From an optimization exercise on the open Yosys and OpenROAD flow, aimed at small area, a short achievable clock period and few clock cycles; shortcuts taken in it are not production practice. Function was checked by simulation only, so behaviour that the tests miss may differ from the original. Power figures rest on the tool's default switching activity, not on a simulated workload.

==> flow/design.v (excerpt) <==
module rs485_frame_asm (
    input  wire         clk,
    input  wire         rst,
    input  wire [255:0] addr_map,
    input  wire         in_valid,
    input  wire [7:0]   in_data,
    output wire         in_ready,
    output wire         out_valid,
    output wire [7:0]   out_data,
    output wire         out_last,
    input  wire         out_ready,
    output wire         idle
);
    localparam integer R  = 264;         
    localparam integer TD = 3;           
    localparam integer NT = R >> TD;
    localparam integer K  = 3;           
    localparam [8:0]   RM = 9'd263;
    function [15:0] crcstep;
        input [15:0] c;
        input [7:0]  b;
        integer i;
        reg [15:0] r;
        begin
            r = c ^ {8'h00, b};
            for (i = 0; i < 8; i = i + 1)
                r = r[0] ? ((r >> 1) ^ 16'hA001) : (r >> 1);
            crcstep = r;
        end
    endfunction
    function [8:0] inc9;
        input [8:0] x;
        inc9 = (x == RM) ? 9'd0 : x + 9'd1;
    endfunction
    function [8:0] dec9;
        input [8:0] x;
        dec9 = (x == 9'd0) ? RM : x - 9'd1;
    endfunction
    function [8:0] subm;
        input [8:0] a;
        input [8:0] b;
        reg [9:0] d;
        begin
            d = {1'b0, a} - {1'b0, b};
            subm = d[9] ? (d[8:0] + 9'd264) : d[8:0];
        end
    endfunction
    reg [8*R-1:0] ring;
    reg [8:0]     Tn;             
    reg [8:0]     Tnn;            
    reg [255:0]   addr_mask;
    reg [7:0]     ib0, ib1;       
    reg [1:0]     icnt;
    reg           in_ready_r;
    reg [8:0]     wp;             
    reg           pbv;            
    reg [7:0]     pb;
    reg           pia_r;          
    reg           pins_v;         
    reg [2:0]     pins_q;         
    reg           pdead;          
    reg [K-1:0]   ev;             
    reg [K-1:0]   enk;            
    reg [8:0]     est  [0:K-1];   
    reg [15:0]    ecrc [0:K-1];
    reg [8:0]     erem [0:K-1];   
    reg [3:0]     eb   [0:K-1];   
    reg [K-1:0]   ehv;            
    reg [2:0]     ehq  [0:K-1];   
    reg [K*K-1:0] older;          
  ...
For scale: about 5500 cells after synthesis, about 2800 flip-flops, about 280 I/O pins, ~0.079 sq mm of cells after synthesis.
clock: 12.0 ns
lec_check: 0
cap_margin: 20
core_margin: 2
core_utilization: 60
cts_cluster_diameter: 80
cts_cluster_size: 24
place_density: 0.7
slew_margin: 20
synth_memory_max_bits: 4096
standard.sh (not shown) runs the stock make flow with config.mk's settings and CLKGATE_MAP_FILE= SYNTH_SCRIPT=/design/flow/synth_recipe.tcl, a recipe that flattens the netlist after the stock synthesis.
==> flow/flow/run.sh <==
#!/bin/bash
set -euo pipefail
bash standard.sh SETUP_SLACK_MARGIN=8.25 \
  "BUFFER_PORTS_ARGS=-buffer_cell sky130_fd_sc_hd__buf_1" \
  "CTS_ARGS=-sink_clustering_enable -repair_clock_nets -sink_clustering_size 16 -sink_clustering_max_diameter 60 -dont_use_dummy_load -buf_list sky130_fd_sc_hd__clkbuf_8" \
  finish > standard_flow.log 2>&1
Testbench counts at the start, summed over its fixed seeds: cycles 17,077.
Change:
--- a/flow/design.v
+++ b/flow/design.v
@@ -8,17 +8,17 @@
     output wire         out_valid,
     output wire [7:0]   out_data,
     output wire         out_last,
     input  wire         out_ready,
     output wire         idle
 );
-    localparam integer R  = 264;         
+    localparam integer R  = 261;         
     localparam integer TD = 3;           
     localparam integer NT = R >> TD;
     localparam integer K  = 3;           
-    localparam [8:0]   RM = 9'd263;
+    localparam [8:0]   RM = 9'd260;
     function [15:0] crcstep;
         input [15:0] c;
         input [7:0]  b;
         integer i;
         reg [15:0] r;
         begin
@@ -39,13 +39,13 @@
     function [8:0] subm;
         input [8:0] a;
         input [8:0] b;
         reg [9:0] d;
         begin
             d = {1'b0, a} - {1'b0, b};
-            subm = d[9] ? (d[8:0] + 9'd264) : d[8:0];
+            subm = d[9] ? (d[8:0] + 9'd261) : d[8:0];
         end
     endfunction
     reg [8*R-1:0] ring;
     reg [8:0]     Tn;             
     reg [8:0]     Tnn;            
     reg [255:0]   addr_mask;
@@ -92,14 +92,12 @@
     reg [8:0]     rd_s;
     reg [1:0]     rd_i;           
     reg [8:0]     rd_rem;         
     reg [8:0]     rd_st;          
     reg           out_valid_r, out_last_r;
     reg [7:0]     out_data_r;
-    reg           out_last_h;
-    reg [7:0]     out_data_h;
     reg           idle_r;
     assign in_ready  = in_ready_r;
     assign out_valid = out_valid_r;
     assign out_data  = out_data_r;
     assign out_last  = out_last_r;
     assign idle      = idle_r;
@@ -497,14 +495,12 @@
                 rd_i  <= 2'd0;
                 rd_st <= pf_st;
             end
         end else begin
             rd_st <= rd_st_inc;
         end
-        out_data_r <= rd_take ? obyte : out_data_h;
-        out_last_r <= rd_take ? rd_lastb : out_last_h;
-        if (rd_take || !out_valid_r) begin
-            out_data_h <= obyte;
-            out_last_h <= rd_lastb;
+        if (rd_take) begin
+            out_data_r  <= obyte;
+            out_last_r  <= rd_lastb;
         end
     end
 endmodule
The changed run went through all stages and came out clean.
Via count drops by 3.0%.
Routed wire length drops by 2.8%.
Synthesized cell count drops by 1.7%.
Non-clock buffer count drops by 6.
Cell area drops by 1.8%.
Critical path depth is unchanged.
Worst setup slack loses 0.18 ns.
Total power drops by 4.2%.
Combinational power drops by 16%.
First-iteration DRC count drops by 17%.
Clock-buffer cell count drops by 3.
Area after synthesis drops by 1.6%.
Testbench counts after the change, summed over its fixed seeds: cycles 17,074.

* * *

Starting RTL as in the previous note.
Design rs485_frame_asm, start of the top module:
module rs485_frame_asm (
    input  wire         clk,
    input  wire         rst,
    input  wire [255:0] addr_map,
    input  wire         in_valid,
    input  wire [7:0]   in_data,
    output wire         in_ready,
    output wire         out_valid,
    output wire [7:0]   out_data,
    output wire         out_last,
    input  wire         out_ready,
    output wire         idle
);
Settings: LEC_CHECK=0, ABC_AREA=1, CAP_MARGIN=20, CORE_MARGIN=2, CORE_UTILIZATION=60, CTS_CLUSTER_DIAMETER=80, CTS_CLUSTER_SIZE=24, PLACE_DENSITY=0.7, SLEW_MARGIN=20, SYNTH_MEMORY_MAX_BITS=4096; clock period 12.0 ns.
==> flow/flow/run.sh <==
#!/bin/bash
set -euo pipefail
bash standard.sh SETUP_SLACK_MARGIN=8.5 \
  "BUFFER_PORTS_ARGS=-buffer_cell sky130_fd_sc_hd__buf_1" \
  "CTS_ARGS=-sink_clustering_enable -repair_clock_nets -sink_clustering_size 16 -sink_clustering_max_diameter 60 -dont_use_dummy_load -buf_list sky130_fd_sc_hd__clkbuf_8" \
  finish > standard_flow.log 2>&1
The baseline finished clean.
Testbench counts at the start, summed over its fixed seeds: cycles 17,077.
Rerun with:
--- a/flow/design.v
+++ b/flow/design.v
@@ -6,21 +6,21 @@
     input  wire [7:0]   in_data,
     output wire         in_ready,
     output wire         out_valid,
     output wire [7:0]   out_data,
     output wire         out_last,
     input  wire         out_ready,
     output wire         idle
 );
-    localparam integer R  = 264;         
+    localparam integer R  = 261;         
     localparam integer TD = 3;           
     localparam integer NT = R >> TD;
     localparam integer K  = 3;           
-    localparam [8:0]   RM = 9'd263;
+    localparam [8:0]   RM = 9'd260;
     function [15:0] crcstep;
         input [15:0] c;
         input [7:0]  b;
         integer i;
         reg [15:0] r;
         begin
             r = c ^ {8'h00, b};
             for (i = 0; i < 8; i = i + 1)
@@ -37,17 +37,17 @@
         dec9 = (x == 9'd0) ? RM : x - 9'd1;
     endfunction
     function [8:0] subm;
         input [8:0] a;
         input [8:0] b;
         reg [9:0] d;
         begin
             d = {1'b0, a} - {1'b0, b};
-            subm = d[9] ? (d[8:0] + 9'd264) : d[8:0];
+            subm = d[9] ? (d[8:0] + 9'd261) : d[8:0];
         end
     endfunction
     reg [8*R-1:0] ring;
     reg [8:0]     Tn;             
     reg [8:0]     Tnn;            
     reg [255:0]   addr_mask;
     reg [7:0]     ib0, ib1;       
     reg [1:0]     icnt;
@@ -90,18 +90,16 @@
     reg [8:0]     rsk_rem;
     reg           ord_v;          
     reg [8:0]     rd_s;
     reg [1:0]     rd_i;           
     reg [8:0]     rd_rem;         
     reg [8:0]     rd_st;          
     reg           out_valid_r, out_last_r;
     reg [7:0]     out_data_r;
-    reg           out_last_h;
-    reg [7:0]     out_data_h;
     reg           idle_r;
     assign in_ready  = in_ready_r;
     assign out_valid = out_valid_r;
     assign out_data  = out_data_r;
     assign out_last  = out_last_r;
     assign idle      = idle_r;
     integer k, j;
     wire       pend   = (qm != qt);
@@ -495,16 +493,14 @@
             if (rd_lastb) begin
                 rd_s  <= qs[qh[2:0]];
                 rd_i  <= 2'd0;
                 rd_st <= pf_st;
             end
         end else begin
             rd_st <= rd_st_inc;
         end
-        out_data_r <= rd_take ? obyte : out_data_h;
-        out_last_r <= rd_take ? rd_lastb : out_last_h;
-        if (rd_take || !out_valid_r) begin
-            out_data_h <= obyte;
-            out_last_h <= rd_lastb;
+        if (rd_take) begin
+            out_data_r  <= obyte;
+            out_last_r  <= rd_lastb;
         end
     end
 endmodule
Result: Synthesized area is lower by 0.66%. Final area is lower by 0.62%. Power is lower by 2.6%. Count of clock-buffer cells in the layout is lower by 2. Non-clock buffer count is lower by 12. Global-route usage is higher by 0.39 points. Final cell count barely changes. Routed wire length is higher by 1.6%. Clock power is lower by about 1%. Worst setup slack improved by 0.0042 ns. Via count is lower by 0.63%. Die area is lower by 0.66%.
Testbench counts after the change, summed over its fixed seeds: cycles 17,074.

* * *

== zinc ==
Another version of the RTL of rs485_frame_asm (not shown whole).
Size in the first run: roughly 280 I/O pins, about 0.086 mm² of cells after synthesis.
clock: 12.0 ns
lec_check: 0
cap_margin: 20
core_margin: 2
core_utilization: 30
place_density: 0.5
slew_margin: 20
synth_memory_max_bits: 4096
run.sh (not shown) runs the stock make flow with config.mk's settings and CLKGATE_MAP_FILE= SYNTH_SCRIPT=/design/flow/synth_recipe.tcl, a recipe that flattens the netlist after the stock synthesis.
Stock flow here: none of the scripts above is used.
The final layout from zinc, which completed every stage, passed the timing, DRC and antenna checks at the end of the flow.
Testbench counts of zinc, summed over its fixed seeds: cycles 17,085.
## Diff of input files: tundra against zinc
-- flow/design.v --
<<< zinc, line 12
    output wire         idle
);
    localparam integer R  = 288;         
    localparam integer TD = 3;           
    localparam integer NT = R >> TD;
    localparam integer K  = 3;           
    localparam [8:0]   RM = 9'd287;
    function [15:0] crcstep;
        input [15:0] c;
>>> tundra, line 12
    output wire         idle
);
    localparam integer R  = 264;         
    localparam integer TD = 3;           
    localparam integer NT = R >> TD;
    localparam integer K  = 3;           
    localparam [8:0]   RM = 9'd263;
    function [15:0] crcstep;
        input [15:0] c;
<<< zinc, line 39
        begin
            d = {1'b0, a} - {1'b0, b};
            subm = d[9] ? (d[8:0] + 9'd288) : d[8:0];
        end
    endfunction
>>> tundra, line 39
        begin
            d = {1'b0, a} - {1'b0, b};
            subm = d[9] ? (d[8:0] + 9'd264) : d[8:0];
        end
    endfunction
<<< zinc, line 64
    reg [2:0]     ehq  [0:K-1];   
    reg [K*K-1:0] older;          
    reg [8:0]     qs [0:7];       
    reg [8:0]     qe [0:7];       
>>> tundra, line 64
    reg [2:0]     ehq  [0:K-1];   
    reg [K*K-1:0] older;          
    reg [K-1:0]   enn;            
    reg [8:0]     qs [0:7];       
    reg [8:0]     qe [0:7];       
<<< zinc, line 131
    always @(*) begin
        for (k = 0; k < K; k = k + 1) begin
            e_done[k] = consume & ev[k] & enk[k] & (erem[k] == 9'd1) & ~e_host_em[k];
            e_pass[k] = e_done[k] & (ecrc[k][15:8] == 8'h00) & (ecrc[k][7:0] == cbyte);
        end
    end
    reg [1:0] p1_i, p2_i;
    reg       p1_v, p2_v;
    always @(*) begin
        p1_v = 1'b0; p1_i = 2'd0;
        for (k = 0; k < K; k = k + 1)
            if (e_pass[k] && (!p1_v || older[k*K+p1_i])) begin
                p1_v = 1'b1; p1_i = k[1:0];
            end
        p2_v = 1'b0; p2_i = 2'd0;
        for (k = 0; k < K; k = k + 1)
            if (e_pass[k] && (k[1:0] != p1_i) && (!p2_v || older[k*K+p2_i])) begin
                p2_v = 1'b1; p2_i = k[1:0];
            end
    end
    reg [K-1:0] nw_p1, nw_p2;     
>>> tundra, line 132
    always @(*) begin
        for (k = 0; k < K; k = k + 1) begin
            e_done[k] = consume & ev[k] & enk[k] & (erem[k] == 9'd1);
            e_pass[k] = e_done[k] & (ecrc[k][15:8] == 8'h00) & (ecrc[k][7:0] == cbyte);
        end
    end
    reg [K-1:0] p1_oh, p2_oh;
    reg [1:0]   p1_i, p2_i;
    reg         p1_v, p2_v;
    always @(*) begin
        for (k = 0; k < K; k = k + 1) begin
            p1_oh[k] = e_pass[k];
            for (j = 0; j < K; j = j + 1)
                if (j != k && e_pass[j] && older[j*K+k]) p1_oh[k] = 1'b0;
        end
        for (k = 0; k < K; k = k + 1) begin
            p2_oh[k] = e_pass[k] & ~p1_oh[k];
            for (j = 0; j < K; j = j + 1)
                if (j != k && e_pass[j] && !p1_oh[j] && older[j*K+k]) p2_oh[k] = 1'b0;
        end
        p1_v = |p1_oh; p2_v = |p2_oh;
        p1_i = p1_oh[1] ? 2'd1 : p1_oh[2] ? 2'd2 : 2'd0;
        p2_i = p2_oh[1] ? 2'd1 : p2_oh[2] ? 2'd2 : 2'd0;
    end
    reg [K-1:0] nw_p1, nw_p2;     
<<< zinc, line 157
    end
    wire p1_host  = ehv[p1_i];
    wire conflict = (ecnt[p1_i] != npend);         
    wire tr_ovl   = p1_v & p1_host;
    wire tr_two   = p1_v & ~p1_host & p2_v;
>>> tundra, line 162
    end
    wire p1_host  = ehv[p1_i];
    wire conflict = enn[p1_i];                     
    wire tr_ovl   = p1_v & p1_host;
    wire tr_two   = p1_v & ~p1_host & p2_v;
<<< zinc, line 280
                else if (ins_fast) ecnt[k] <= ecnt[k] + {3'd0, older[p1_i*K+k]};
                else if (sp_ins) ecnt[k] <= ecnt[k] + {3'd0, ins_nw[k]};
                if (ins_fast && older[p1_i*K+k]) begin
                    ehv[k] <= 1'b1; ehq[k] <= qt[2:0];
>>> tundra, line 285
                else if (ins_fast) ecnt[k] <= ecnt[k] + {3'd0, older[p1_i*K+k]};
                else if (sp_ins) ecnt[k] <= ecnt[k] + {3'd0, ins_nw[k]};
                if (ins_fast && older[k*K+p1_i]) enn[k] <= 1'b1;
                else if (sp_ins && !ins_nw[k]) enn[k] <= 1'b1;
                else if (sp_pop) enn[k] <= (ecnt[k] != npend - 4'd1);
                if (ins_fast && older[p1_i*K+k]) begin
                    ehv[k] <= 1'b1; ehq[k] <= qt[2:0];
<<< zinc, line 304
                    ecrc[k] <= crcstep(pcrc, cbyte);
                    ecnt[k] <= npend_n;
                    ehv[k]  <= nh_v;
                    ehq[k]  <= nh_q;
>>> tundra, line 312
                    ecrc[k] <= crcstep(pcrc, cbyte);
                    ecnt[k] <= npend_n;
                    enn[k]  <= 1'b0;
                    ehv[k]  <= nh_v;
                    ehq[k]  <= nh_q;
<<< zinc, line 318
                ovh_q <= nh_q;
            end else if (tr_v) begin
                ov_v  <= 1'b1;
                ov    <= tr_s;
                ovh_v <= tr_hv;
                ovh_q <= tr_hq;
            end else if (emit && ov_v && ovh_v && ovh_q == qm[2:0]) begin
                ovh_v <= 1'b0;
>>> tundra, line 327
                ovh_q <= nh_q;
            end else if (tr_v) begin
                ovh_v <= tr_hv;
                ovh_q <= tr_hq;
                ov_v  <= 1'b1;
                ov    <= tr_s;
                if (emit && tr_hv && tr_hq == qm[2:0]) begin
                    ovh_v <= 1'b0;
                    if (inc9(P0e) == wp) ov_v <= 1'b0;
                    else ov <= inc9(P0e);
                end
            end else if (emit && ov_v && ovh_v && ovh_q == qm[2:0]) begin
                ovh_v <= 1'b0;
==> comparison <==
Going from zinc to tundra, average via count per standard cell picked up an extra about 1%; clock transition time at the flip-flop clock pins of the worst setup and hold paths was more or less identical; number of instances in the synthesized netlist held steady; met2 global-route usage went up; power share of the sequential group went down by 0.9 points. zinc vs tundra, last element of the critical path: ecnt[1][3] vs est[2][0]. Diff zinc and tundra: power share of the combinational group lower in zinc.
Testbench counts of tundra, summed over its fixed seeds: cycles 17,061.

re-timing with driven ports:
The results above use ideal ports. As a check the final layouts listed here were re-extracted and re-timed, cells and wires unchanged.
Step 1 assumes that a clkbuf_16 drives the clock port and a buf_2 every other input.
Step 2 also shifts input and output timing later by t, the mid clock arrival at the registers, as if the neighbouring blocks saw the same clock.
Slacks: no drivers / after step 1 / after step 2; pairs: no drivers / after step 1.
run | t (ns) | slack for setup (ns) | hold WS [ns] | cell pins on the clock port's net
the first run of note 1 | 0.976 | 8.143 / 8.062 / 7.405 | 0.263 / 0.263 / 0.263 | 1
the second run of note 1 | 0.935 | 7.965 / 7.888 / 7.443 | 0.256 / 0.256 / 0.256 | 1
the first run of note 2 | 0.966 | 8.153 / 8.082 / 7.568 | 0.268 / 0.268 / 0.268 | 1
the second run of note 2 | 0.976 | 8.157 / 8.083 / 7.593 | 0.261 / 0.261 / 0.261 | 1
zinc | 0.921 | 3.076 / 3.076 / 3.076 | 0.270 / 0.270 / 0.270 | 1
tundra | 0.912 | 4.095 / 4.095 / 4.095 | 0.286 / 0.286 / 0.286 | 1
After both steps every run listed still meets setup and hold. For the first run of note 1, which loses most, drivers alone change the setup slack by -0.081 ns; drivers and shift together by -0.738 ns.
